This is an optimization exercise on Yosys and OpenROAD, whose aim is small area, a short achievable clock period and few clock cycles, not a production implementation. Where RTL was checked, it was by simulation tests only, not by an equivalence proof against the original. No activity file was given, so power comes from the tool's default toggle rates.

==> flow/design.v (excerpt) <==
module box_blur_engine (
    input  wire        clk,
    input  wire        rst,
    input  wire        reg_wr,
    input  wire [2:0]  reg_addr,
    input  wire [31:0] reg_wdata,
    output reg  [31:0] reg_rdata,
    output reg         mem_req,
    output reg         mem_we,
    output reg  [15:0] mem_addr,
    output reg  [7:0]  mem_wdata,
    input  wire        mem_ack,
    input  wire [7:0]  mem_rdata,
    output reg         snap_req,
    output reg         snap_we,
    output reg  [13:0] snap_addr,
    output reg  [7:0]  snap_wdata,
    input  wire        snap_ack,
    input  wire [7:0]  snap_rdata
);
clock: 13.0 ns
lec_check: 0
cap_margin: 20
core_margin: 2
core_utilization: 65
slew_margin: 20
standard.sh (not shown) runs the stock make flow with config.mk's settings and CLKGATE_MAP_FILE= SYNTH_SCRIPT=/design/flow/synth_recipe.tcl, a recipe that flattens the netlist after the stock synthesis.
==> flow/flow/run.sh <==
#!/bin/bash
# Standard layout (the standard.sh: ORFS synth .. finish, unchanged synthesis),
# with the resizer asked to keep a larger setup margin at the design's clock.
set -o pipefail
bash standard.sh SETUP_SLACK_MARGIN=6.2 finish > flow_make.log 2>&1
Testbench counts at the start, summed over its fixed seeds: cycles 104,281.
Then changed:
--- a/flow/config.mk
+++ b/flow/config.mk
@@ -8,4 +8,4 @@
 export CAP_MARGIN = 20
 export CORE_MARGIN = 2
-export CORE_UTILIZATION = 65
+export CORE_UTILIZATION = 40
 export SLEW_MARGIN = 20
What happened: Final area grows by 1.6%; global-route usage shrinks by 17 points; combinational power went down by about 4%.
Then changed:
==> flow/run.sh (new file) <==
#!/bin/bash
# synth_recipe.tcl (not shown) runs the flow's synth.tcl, then flattens the netlist and writes it again
# the make line also repeats each setting of config.mk as NAME=value (left out here)
make -C /OpenROAD-flow-scripts/flow DESIGN_CONFIG=/design/flow/config.mk WORK_HOME=/design/flow/orfs CLKGATE_MAP_FILE= SYNTH_SCRIPT=/design/flow/synth_recipe.tcl finish
--- a/flow/config.mk
+++ b/flow/config.mk
@@ -9,3 +9,4 @@
 export CORE_MARGIN = 2
 export CORE_UTILIZATION = 40
+export SETUP_SLACK_MARGIN = 5
 export SLEW_MARGIN = 20
removed: flow/flow/run.sh
removed: flow/standard.sh
Global-route usage drops by 1.0 points; worst setup slack gets worse by 950 ps; sequential cell count stays the same; non-clock buffer count is lower by 216; via count goes down by a few percent; design area shrinks by a few percent; sequential share of layout area went up by 1.3 points.
Then changed:
==> flow/flow/run.sh (new file) <==
#!/bin/bash
# Standard layout (the standard.sh: ORFS synth .. finish, unchanged synthesis),
# with the resizer asked to keep a larger setup margin at the design's clock.
set -o pipefail
bash standard.sh SETUP_SLACK_MARGIN=7.0 finish > flow_make.log 2>&1
==> flow/standard.sh (new file) <==
#!/bin/bash
# synth_recipe.tcl (not shown) runs the flow's synth.tcl, then flattens the netlist and writes it again
# the make line also repeats each setting of config.mk as NAME=value (left out here)
make -C /OpenROAD-flow-scripts/flow DESIGN_CONFIG=/design/flow/config.mk WORK_HOME=/design/flow/orfs CLKGATE_MAP_FILE= SYNTH_SCRIPT=/design/flow/synth_recipe.tcl "${@:-finish}"
--- a/flow/config.mk
+++ b/flow/config.mk
@@ -9,4 +9,3 @@
 export CORE_MARGIN = 2
 export CORE_UTILIZATION = 40
-export SETUP_SLACK_MARGIN = 5
 export SLEW_MARGIN = 20
removed: flow/run.sh
- worst setup slack is better by 950 ps
- area after synthesis stays the same
- critical path depth is higher by 26
- global-route usage is higher by 1.6 points
- power is higher by about 5%
- maximum frequency is higher by 14%
- hold slack is better by 12 ps

Another version of the RTL of box_blur_engine (not shown whole).
Size: about 140 I/O pins.
Settings: LEC_CHECK=0, CAP_MARGIN=20, CORE_MARGIN=2, CORE_UTILIZATION=40, SLEW_MARGIN=20; clock period 13.0 ns.
run.sh (not shown) runs the stock make flow with config.mk's settings and CLKGATE_MAP_FILE= SYNTH_SCRIPT=/design/flow/synth_recipe.tcl, a recipe that flattens the netlist after the stock synthesis.
Stock flow here: none of the scripts above is used.
Testbench counts at the start, summed over its fixed seeds: cycles 104,857.
Next try:
- SETUP_SLACK_MARGIN: default -> 5
The new run finished with timing, DRC and antenna clean. Worst hold slack improved by 0.011 ns. Synthesized area is unchanged. Cell area goes up by about 1%. Critical path depth shrinks by 32. Setup slack gains 1.3 ns. Routed wire length increases by 1.4%. Clock skew went up by 0.015 ns.

== build 44 ==
box_blur_engine, a different RTL version from the one above (not shown whole).
Size: about 660 flip-flops, ~140 I/O pins, roughly 61000 sq um of cells after synthesis.
Settings: LEC_CHECK=0, CAP_MARGIN=20, CORE_MARGIN=2, CORE_UTILIZATION=40, SLEW_MARGIN=20; clock period 13.0 ns.
standard.sh (not shown) runs the stock make flow with config.mk's settings and CLKGATE_MAP_FILE= SYNTH_SCRIPT=/design/flow/synth_recipe.tcl, a recipe that flattens the netlist after the stock synthesis.
==> flow/flow/run.sh <==
#!/bin/bash
# Standard layout (the standard.sh: ORFS synth .. finish, unchanged synthesis),
# with the resizer asked to keep a larger setup margin at the design's clock.
set -o pipefail
bash standard.sh SETUP_SLACK_MARGIN=6.5 finish > flow_make.log 2>&1
Per the final summary, build 44 finished and its layout is clean on timing, DRC and antenna.
diff inputs: build 44 => trial 56
Settings: SETUP_SLACK_MARGIN: unset -> 5.
==> flow/run.sh (new file) <==
#!/bin/bash
# synth_recipe.tcl (not shown) runs the flow's synth.tcl, then flattens the netlist and writes it again
# the make line also repeats each setting of config.mk as NAME=value (left out here)
make -C /OpenROAD-flow-scripts/flow DESIGN_CONFIG=/design/flow/config.mk WORK_HOME=/design/flow/orfs CLKGATE_MAP_FILE= SYNTH_SCRIPT=/design/flow/synth_recipe.tcl finish
removed: flow/flow/run.sh
removed: flow/standard.sh
Results
- Cmp build 44 and trial 56 / headroom to the max-slew limit / lower: trial 56
- Of build 44 and trial 56, the higher utilization of the core after routing belongs to build 44.
- Relative to build 44, final-stage net count has decreased by 3.2% in trial 56.
- The run showing the greater wire length is build 44.
- Relative to build 44, minimum period implied by the final worst setup slack has gone up in trial 56.
- Taking build 44 as the reference, in trial 56 total power consumption of the routed design fell by 2.9%; largest fanout on the critical path fell 1; worst-case hold slack picked up an extra 25 ps; combinational power -about 10%; total net switching power fell by 6.0%.
- [trial 56] ratio of final minimum period to clock period rose 1.4 points relative to build 44
- Trial 56: all stages complete, timing, DRC and antenna checks passed
- Of the two values seen for cell type of the slowest stage on the worst timing path, o31a_1 was produced by trial 56 and fa_2 by build 44.
No functional check of the RTL was part of any run of this note.

## static timing again, ports no longer ideal
In the flow no input, the clock included, has a driving cell. The finished layouts below were timed again as built, in two steps. Step 1 sets driving cells, clkbuf_16 on the clock port and buf_2 on the other inputs (assumed; they add their load-dependent delay and slew). Step 2, shift: input delay + t, output delay - t, t = (earliest + latest rising clock arrival at the registers) / 2. This alone moves slack from input paths to output paths. a / b / c = no drivers / after step 1 / after step 2; a / b = the first two.
run | t (ns) | setup slack, ns | hold slack, ns | worst setup path at the end
the first run of note 1 | 0.750 | 5.835 / 5.835 / 5.630 | 0.472 / 0.472 / 0.472 | input to register
the second run of note 1 | 0.787 | 6.052 / 6.052 / 5.579 | 0.456 / 0.456 / 0.456 | input to register
the third run of note 1 | 0.782 | 5.103 / 5.074 / 4.438 | 0.454 / 0.454 / 0.454 | input to register
the fourth run of note 1 | 0.786 | 6.053 / 6.053 / 5.724 | 0.466 / 0.466 / 0.466 | input to register
the first run of note 2 | 0.782 | 3.896 / 3.896 / 3.749 | 0.408 / 0.408 / 0.408 | input to register
the second run of note 2 | 0.807 | 5.160 / 5.136 / 4.391 | 0.418 / 0.418 / 0.418 | input to register
build 44 | 0.805 | 4.643 / 4.643 / 4.643 | 0.421 / 0.421 / 0.421 | register to register
trial 56 | 0.786 | 4.459 / 4.459 / 4.459 | 0.446 / 0.446 / 0.446 | register to register
After both steps setup and hold are still met in every run listed. For the second run of note 2, which loses most, drivers alone change the setup slack by -0.024 ns; drivers and shift together by -0.769 ns.
